This design comes from an exercise in tuning for small area on the open sky130 flow, not from production work. The RTL was checked by simulation tests, not by an equivalence proof against the original design. Power figures rest on the tool's default switching activity, not on a simulated workload.

### flow/config.mk
export PLATFORM = sky130hd
export DESIGN_NAME = pwm16
export DESIGN_NICKNAME = pwm16
export VERILOG_FILES = /design/flow/design.v
export SDC_FILE = /design/flow/constraint.sdc
export NUM_CORES = 4
export LEC_CHECK = 0
export CAP_MARGIN = 20
export CORE_MARGIN = 2
export CORE_UTILIZATION = 40
export PLACE_DENSITY = 0.6
export SLEW_MARGIN = 20
### flow/constraint.sdc
create_clock -name core_clock -period 12.0 [get_ports {clk}]
set_input_delay 2.4000 -clock core_clock [delete_from_list [all_inputs] [get_ports {clk}]]
set_output_delay 2.4000 -clock core_clock [all_outputs]
set_load 0.01 [all_outputs]
### flow/design.v
module pwm16 (
    input  wire        clk,
    input  wire        rst,
    input  wire        bus_we,
    input  wire        bus_re,
    input  wire [7:0]  bus_addr,
    input  wire [31:0] bus_wdata,
    output wire [31:0] bus_rdata,
    output wire [5:0]  pin_out,
    output wire [5:0]  pin_oe
);
    reg [15:0] cnt;           
    reg [1:0]  mode;
    reg        init_done;
    reg [3:0]  st;            
    reg        kw, kx, ks;    
    reg [15:0] code;
    reg [15:0] enc_hl;        
    reg        enc_on;
    reg        qres;
    reg [15:0] ocrp0, ocrp1;  
    reg [7:0]  ocrh0, ocrh1;  
    reg [7:0]  ocrl0, ocrl1;  
    reg [5:0]  dir, lvl, com;
    reg        saved;
    reg [17:0] rdata;
    assign bus_rdata = {14'd0, rdata};
    wire busy    = |st;
    wire rev     = mode[0];               
    wire in_init = |mode & ~init_done;    
    wire init_run = in_init & (st == 4'd3 || st == 4'd4 || st == 4'd5 || st == 4'd8);
    wire halt    = in_init & (st == 4'd6 || st == 4'd7);
    wire clr     = in_init & (st == 4'd6);
    wire pri_cfg = init_done | (in_init & (st >= 4'd3));
    wire aux1_cfg = mode[1] & (init_done | (in_init & (st >= 4'd4)));
    wire aux2_cfg = mode[1] & (init_done | (in_init & (st >= 4'd5)));
    wire [3:0] op   = bus_wdata[31:28];
    wire z27_19 = ~|bus_wdata[27:19];
    wire z27_18 = z27_19 & ~bus_wdata[18];
    wire z17_16 = ~|bus_wdata[17:16];
    wire z15_0  = ~|bus_wdata[15:0];
    wire o_init = (op == 4'd1) & z27_18 & z15_0 & ~z17_16 & ~|mode;
    wire o_wr   = (op == 4'd2) & z27_18 & init_done & (bus_wdata[17] | mode[1]);
    wire o_enc  = (op == 4'd3) & z27_18 & z17_16;
    wire o_ish  = (op == 4'd4) & z27_19 & z15_0 & ~&bus_wdata[17:16];
    wire start  = bus_we & (bus_addr == 8'h00) & ~busy & (o_init | o_wr | o_enc | o_ish);
    wire ish_q  = (bus_wdata[17:16] == 2'd0) ^ (mode == 2'b11) ^ bus_wdata[18];
    wire c_lo_ff = &code[7:0];
    wire c_on    = c_lo_ff & (&code[15:8]);
    wire c_off   = ~|code;
    wire c_hz    = ~|code[15:8];
    wire v_h0    = c_hz & ~c_lo_ff & ~c_off;
    wire v_l0    = c_lo_ff & ~c_on;
    wire v_nrm   = ~c_on & ~c_off & ~v_h0 & ~v_l0;
    wire [7:0] h_m1 = code[15:8] - {7'd0, ~c_lo_ff};
    wire [16:0] adj = {1'b0, code} + 17'd1;
    wire wp = ~in_init & kw & kx;
    wire wa = ~in_init & kw & ~kx;
    wire s1 = (st == 4'd1), s2 = (st == 4'd2), s3 = (st == 4'd3), s4 = (st == 4'd4);
    wire s5 = (st == 4'd5), s6 = (st == 4'd6), s7 = (st == 4'd7), s8 = (st == 4'd8);
    wire s9 = (st == 4'd9), s10 = (st == 4'd10), s11 = (st == 4'd11);
    wire enc_step = ~in_init & ~kw & ~kx & s1;
    wire ish_step = ~in_init & ~kw & kx & s1;
    wire last = in_init ? s8 :
                ~kw     ? s1 :
                kx      ? (s3 | (s2 & (c_on | c_off))) :
                (c_on & s4) | (c_off & s9) | ((v_h0 | v_l0) & s11) | (v_nrm & s6);
    wire h_static = wa & (((c_on | c_off | v_h0) & s3) | (v_l0 & s5));
    wire l_static = wa & (((c_on | c_off) & s4) | (v_h0 & s6) | (v_l0 & s3));
    wire st_v     = c_on;
    wire l_setlvl = wa & ((c_off & s8) | ((v_h0 | v_l0) & s7));
    wire h_save   = wa & s4;
    wire h_rest   = wa & s8;
    wire h_com1   = wa & ((v_nrm & s3) | (v_l0 & s9));
    wire l_com1   = wa & ((v_nrm & s4) | (v_h0 & s10));
    wire h_ocr    = wa & ((v_nrm & s5) | (v_l0 & s11));
    wire l_ocr    = wa & ((v_nrm & s6) | (v_h0 & s11));
    wire h_dir    = wa & s1;
    wire l_dir    = wa & s2;
    wire p_dir    = wp & s1;
    wire p_static = wp & s2 & (c_on | c_off);
    wire p_com1   = wp & s2 & ~(c_on | c_off);
    wire p_ocr    = wp & s3;
    wire [5:0] hmask = rev ? {4'b0000, ks, ~ks} : {ks, ~ks, 4'b0000};
    wire [5:0] lmask = rev ? {ks, ~ks, 4'b0000} : {4'b0000, ks, ~ks};
    wire [5:0] pmask = {2'b00, ks, ~ks, 2'b00};
    wire cp0 = cnt <= ocrp0;
    wire cp1 = cnt <= ocrp1;
    wire ch0 = cnt[15:8] <= ocrh0;
    wire ch1 = cnt[15:8] <= ocrh1;
    wire cl0 = ~(cnt[7:0] <= ocrl0);
    wire cl1 = ~(cnt[7:0] <= ocrl1);
    wire [5:0] wave = {rev ? cl1 : ch1, rev ? cl0 : ch0, cp1, cp0,
                       rev ? ch1 : cl1, rev ? ch0 : cl0};
    wire [5:0] pout = dir & ((com & wave) | (~com & lvl));
    assign pin_out = pout;
    assign pin_oe  = dir;
    wire [7:0] a = bus_addr;
    wire a04 = a == 8'h04, a08 = a == 8'h08, a0c = a == 8'h0C, a10 = a == 8'h10;
    wire a20 = a == 8'h20, a24 = a == 8'h24, a28 = a == 8'h28, a2c = a == 8'h2C, a34 = a == 8'h34;
    wire a40 = a == 8'h40, a44 = a == 8'h44, a48 = a == 8'h48, a4c = a == 8'h4C, a50 = a == 8'h50;
    wire a60 = a == 8'h60, a64 = a == 8'h64, a68 = a == 8'h68, a6c = a == 8'h6C, a74 = a == 8'h74;
    wire a80 = a == 8'h80, a84 = a == 8'h84;
    wire post = init_done & mode[1];
    wire pre  = in_init & mode[1];
    wire [1:0] a1pre = {cnt[1] & cnt[0], cnt[1] & ~cnt[0]};
    wire       a2pre = cnt[1] & cnt[0];
    wire sel_h0 = rev ? a24 : a64;
    wire sel_h1 = rev ? a28 : a68;
    wire sel_l0 = rev ? a64 : a24;
    wire sel_l1 = rev ? a68 : a28;
    wire sel_clo = a4c | (post & (rev ? (a34 | a6c) : (a2c | a74)));
    wire sel_chi = post & (rev ? a2c : a6c);
    wire sel_a1 = pre & (rev ? a34 : a2c);
    wire sel_a2 = pre & (rev ? a6c : a74);
    wire enc_off = (enc_hl == 16'h0001);
    wire [17:0] rd =
        ({18{a04}} & {12'd0, (st == 4'd1 && !init_done) ? 2'b00 : mode, 2'b00, init_done, busy}) |
        ({18{a08}} & {enc_on, enc_off, enc_hl[15:1], enc_hl[0] & ~enc_off}) |
        ({18{a0c}} & {17'd0, qres}) |
        ({18{a10}} & {16'd0, halt, halt}) |
        ({18{a20}} & {6'd0, com[1], com[1] & ~rev, com[0], com[0] & ~rev, 2'b00,
                      aux1_cfg & rev, aux1_cfg & ~rev, 3'b000, aux1_cfg}) |
        ({18{a40}} & {6'd0, com[3], 1'b0, com[2], 1'b0, 3'b000, pri_cfg, 2'b00, pri_cfg, 1'b0}) |
        ({18{a60}} & {6'd0, com[5], com[5] & rev, com[4], com[4] & rev, 2'b00,
                      aux2_cfg & ~rev, aux2_cfg & rev, 3'b000, aux2_cfg}) |
        ({18{sel_h0}} & {10'd0, ocrh0}) |
        ({18{sel_h1}} & {10'd0, ocrh1}) |
        ({18{sel_l0}} & {10'd0, ocrl0}) |
        ({18{sel_l1}} & {10'd0, ocrl1}) |
        ({18{a44}} & {2'd0, ocrp0}) |
        ({18{a48}} & {2'd0, ocrp1}) |
        ({18{a4c}} & {2'd0, cnt[15:8], 8'd0}) |
        ({18{sel_clo}} & {10'd0, cnt[7:0]}) |
        ({18{sel_chi}} & {10'd0, cnt[15:8]}) |
        ({18{sel_a1}} & {16'd0, a1pre}) |
        ({18{sel_a2}} & {17'd0, a2pre}) |
        ({18{a50}} & {2'd0, {16{pri_cfg}}}) |
        ({18{a80}} & {4'd0, lvl, 2'b00, dir}) |
        ({18{a84}} & {4'd0, dir, 2'b00, pout});
    always @(posedge clk) begin
        if (!busy) begin
            code <= bus_wdata[15:0];
            kw   <= op == 4'd2;
            kx   <= (op == 4'd2) ? bus_wdata[17] : (op == 4'd4);
            ks   <= (op == 4'd4) ? ish_q : bus_wdata[16];
        end
        if (h_save)
            saved <= |(com & hmask);
    end
    always @(posedge clk) begin
        if (rst) begin
            cnt <= 16'd0; mode <= 2'b00; init_done <= 1'b0; st <= 4'd0;
            enc_hl <= 16'd0; enc_on <= 1'b0; qres <= 1'b0;
            ocrp0 <= 16'd0; ocrp1 <= 16'd0;
            ocrh0 <= 8'd0; ocrh1 <= 8'd0; ocrl0 <= 8'd0; ocrl1 <= 8'd0;
            dir <= 6'd0; lvl <= 6'd0; com <= 6'd0;
            rdata <= 18'd0;
        end else begin
            if (bus_re)
                rdata <= rd;
            if (clr)
                cnt <= 16'd0;
            else if (init_run | init_done)
                cnt <= cnt + 16'd1;
            if (start) begin
                st <= 4'd1;
                if (op == 4'd1)
                    mode <= bus_wdata[17:16];
            end else if (busy) begin
                if (last)
                    st <= 4'd0;
                else if (in_init & s2 & ~mode[1])
                    st <= 4'd5;
                else
                    st <= st + 4'd1;
            end
            if (in_init & s8)
                init_done <= 1'b1;
            if (enc_step) begin
                enc_hl <= adj[15:0];
                enc_on <= adj[16];
            end
            if (ish_step)
                qres <= ks;
            if (p_ocr & ~ks) ocrp0 <= code;
            if (p_ocr &  ks) ocrp1 <= code;
            if (h_ocr & ~ks) ocrh0 <= h_m1;
            if (h_ocr &  ks) ocrh1 <= h_m1;
            if (l_ocr & ~ks) ocrl0 <= code[7:0];
            if (l_ocr &  ks) ocrl1 <= code[7:0];
            dir <= dir | ({6{h_dir}} & hmask) | ({6{l_dir}} & lmask) | ({6{p_dir}} & pmask);
            lvl <= (lvl & ~({6{h_static}} & hmask) & ~({6{l_static | l_setlvl}} & lmask)
                        & ~({6{p_static}} & pmask))
                 | ({6{h_static & st_v}} & hmask)
                 | ({6{(l_static & st_v) | l_setlvl}} & lmask)
                 | ({6{p_static & st_v}} & pmask);
            com <= (com & ~({6{h_static | h_rest | h_com1}} & hmask) & ~({6{l_static | l_com1}} & lmask)
                        & ~({6{p_static | p_com1}} & pmask))
                 | ({6{(h_rest & saved) | h_com1}} & hmask)
                 | ({6{l_com1}} & lmask)
                 | ({6{p_com1}} & pmask);
        end
    end
endmodule
### flow/run.sh
#!/bin/bash
# synth_recipe.tcl (not shown) runs the flow's synth.tcl, then flattens the netlist and writes it again
# the make line also repeats each setting of config.mk as NAME=value (left out here)
make -C /OpenROAD-flow-scripts/flow DESIGN_CONFIG=/design/flow/config.mk WORK_HOME=/design/flow/orfs CLKGATE_MAP_FILE= SYNTH_SCRIPT=/design/flow/synth_recipe.tcl finish
==> results.toml <==
[clock_network]
cts_hold_buf = 0
clk_pin_slew_ns = 0.07
clock_latency_ns = 0.44
postCtsSetupBuffers = 0
cts_tree = "done"
cts_sinks = 161
postCtsResizedCells = 0
cts_root_buf = "clkbuf_16"
htree_levels = 4
clockBufferDepth = 2
cts_buffers = 17

[detailed_routing]
drtIter0Drc = 1047
vias = 9685
viasPerCell = 5.997
routed_wl_mm = 38.03
wl_met3_mm = 2.677
wl_per_cell_um = 23.55
drc = 0
met2_length_mm = 17.12
firstDrtPassIters = 6
topRoutingLayerUsed = "met4"
drt-met1-wl_mm = 16.81
ant_nets = 0

[timing]
period_minus_slack_ns = 5.761
rsz0062_at_grt = "no"
fin_crit_sh = 0.4800
fin_skew_ns = 0.009366
finalHoldViolCount = 0
tightest_slew_ns = 1.129
setup_viol = 0
fin_setup_tns_ns = 0
slew_headroom = 0.2476
hold_ws_ns = 0.4872
fmax_mhz = 173.6
report.final.slew_viol_count = 0

[logic_synthesis]
synth_top_cell_by_area = "dfxtp_1"
ys_warn_count = 1
synth_cells = 1241
ys.flop_type = "dfxtp_1"
async_flop_share = 0
syn-mean-instance-area_um2 = 8.258
synth_area_um2 = 10250
yosysSeqAreaShare = 0.3340
netlist.area_leader.share = 0.2754
synth_edf_count = 20
yosys_register_bits = 161
synth_area_leaders = "dfxtp_1, ha_1, edfxtp_1, nor2_1, nand2_1"
synth_cell_types = 91

[die]
initial_core_util = 0.4070
design.die.area_um2 = 26920
io_pins = 88
die_y_um = 164.1
core.rowCount = 58
die_w_um = 164.1
fp.coreArea_um2 = 25180

[worst_setup_path]
worstSetupStartpointType = "register"
rrSetupSlack_ns = 8.76
endpoint_kind = "primary output"
reg2reg_depth = 8
path_max_fanout = 10
crit_required_ns = 9.60
criticalPathCategory = "reg2out"
critical_path_arrival_ns = 3.36
timing.rr.end = "cnt[15]$_SDFFE_PP0P_"
worst_r2r_startpoint = "st[0]$_SDFFE_PP0P_"

[global_routing]
antenna_found_initial = 0
track_usage = 0.2854
grt_remaining_overflow = 0
grt_pass1_vias = 9073
grt_pass1_wl_mm = 56.78
grt_max_degree = 98

[power_and_ir_drop]
ir_drop_uv = 93.43
clock_power_share = 0.403
intPower_w = 0.0009659
p_seq_frac = 0.471
swShare = 0.3091
p_leak_nw = 4.020
comb_power_share = 0.126
powerDensity_nw_per_um2 = 119.5
switchingPower_w = 0.0004321

[cells_and_area]
seq_area_um2 = 3423
area_growth_pct = 14.13
final_nets = 1391
n_antenna_cell = 0
final_cell_mix = "nor2_1, dfxtp_1, nand2_1"
num-fill-cells = 2517
fin_area_um2 = 11700
multi_input_area_um2 = 6172
drive_gt1_frac = 0.06070
final_common_cell = "nor2_1"

[worst_hold_path]
min_from = "ocrp1[5]$_SDFFE_PP0P_"
holdPathStages = 2
worstHoldEndpoint = "ocrp1[5]$_SDFFE_PP0P_"
hold_class = "reg2reg"

[placement]
place.port_buffers = 73
hpwl_mm = 28.89
gp_congestion = 0.9645
dpl_cell_area_um2 = 11120

[outcome]
outcome = "complete, no violations"

[flow_run]
maxCapViolCount = 0
==> sequential cells by signal, indices dropped and copies added, names as in the netlist, 8 cells and up <==
name,cells
ocrp0,16
ocrh1,8
cnt,16
enc_hl,16
rdata,18
ocrp1,16
ocrl1,8
code,16
ocrh0,8
ocrl0,8
==> routing by layer <==
| layer | up-vias | track usage |
|---|---|---|
| met4 | 0 | 0.1093 |
| met2 | 413 | 0.4521 |
| met1 | 4660 | 0.3861 |
| met3 | 61 | 0.05152 |
| met5 | - | 0 |
| li1 | 4551 | - |
==> power by group through the flow <==
stage	Sequential [W]	Clock [W]	Combinational (W)
2_1_floorplan	0.000614	0	0.000140
3_3_place_gp	0.000666	0	0.000173
3_5_place_dp	0.000666	0	0.000175
4_1_cts	0.000654	0.000565	0.000176
5_1_grt	0.000661	0.000587	0.000195
6_report	0.000659	0.000564	0.000176
==> how the worst max path moves through the flow <==
stage,end,slack (ns),from
floorplan,pin_out[1],7.72,cnt[11]$_SDFFE_PP0P_
global placement,rdata[3]$_SDFFE_PP0P_,6.59,bus_addr[6]
detailed placement,rdata[3]$_SDFFE_PP0P_,6.53,bus_addr[6]
CTS,pin_out[1],6.26,cnt[11]$_SDFFE_PP0P_
global route,pin_out[1],6.14,cnt[11]$_SDFFE_PP0P_
finish,pin_out[1],6.24,cnt[11]$_SDFFE_PP0P_
==> synth_stat cells, types with 7 or more instances <==
library cell	count
a21oi_1	66
a221oi_1	17
buf_2	13
edfxtp_1	20
or3_1	7
and3_1	8
a21o_1	7
xnor2_1	14
nor2_1	145
a22o_1	12
nand2b_1	13
xor2_1	23
a211oi_1	43
ha_1	75
nor2b_1	9
buf_4	19
clkbuf_1	47
nand4_1	23
o21ai_0	28
and4_1	7
dfxtp_1	141
nor4_1	18
a22oi_1	27
mux2i_1	34
inv_1	80
a31oi_1	13
nor3_1	19
nand3_1	45
nand2_1	123
==> cell type report <==
cell class | count | area share
timing repair buffer | 82 | 0.06825
sequential | 161 | 0.2927
tap | 330 | 0.03530
multi-input combinational | 928 | 0.5277
clock inverter | 13 | 0.01273
clock buffer | 19 | 0.03701
inverter | 82 | 0.02632
==> stage by stage <==
step                      setup slack, ns   power, W  utilization  instances
final                               6.239   0.001398       0.4645       1615
after global routing                6.144   0.001443       0.4645       1615
after CTS                           6.258   0.001395       0.4647       1615
after detailed placement            6.529  0.0008414       0.4416       1583
after global placement              6.590  0.0008396       0.4410       1582
after floorplan                     7.720  0.0007540            -       1254
==> critical path: stages, from the launching register on <==
cell	delay [ns]
dfxtp_1	0.59
ha_1	0.32
and3_1	0.20
a221o_1	0.35
o211ai_1	0.46
nand2_1	0.10
o311ai_0	0.15
o211a_1	0.22
clkdlybuf4s50_1	0.53
==> kinds of logic (layout without fill, tap and decap cells) <==
family                     Yosys count  after routing  share of synthesized area
xor gates and xnor gates            37             37                    0.03162
AOI/OAI and AO/OA                  290            290                     0.2017
DFF                                161            161                     0.3340
adders and majority gates           75             75                    0.09156
muxes                               37             37                    0.03760
and+or+nand+nor                    475            475                     0.2334
other                                1             14                  0.0003659
buffers and inverters              165            196                    0.06971

## separate check: timing with driven ports
The results above use ideal ports. As a check the final layout listed here was re-extracted and re-timed, cells and wires unchanged. Step 1: set_driving_cell puts a clkbuf_16 on clk and a buf_2 on each other input, an assumption about the parent block. Step 2 adds t to the input delays and takes it off the output delays; t is the mean of the earliest and latest rising clock arrival at the registers after step 1. Input paths then give back, and output paths get back, about the clock's delay inside the block. Three values: no drivers, after step 1, after step 2; two values: the first two.
t (ns): 0.485
slack for setup (ns): 6.239 / 6.189 / 6.476
worst register clock-pin slew, ns: 0.07 / 0.07
After both steps setup and hold are still met in this run. For this run, drivers alone change the setup slack by -0.050 ns; drivers and shift together by +0.237 ns.
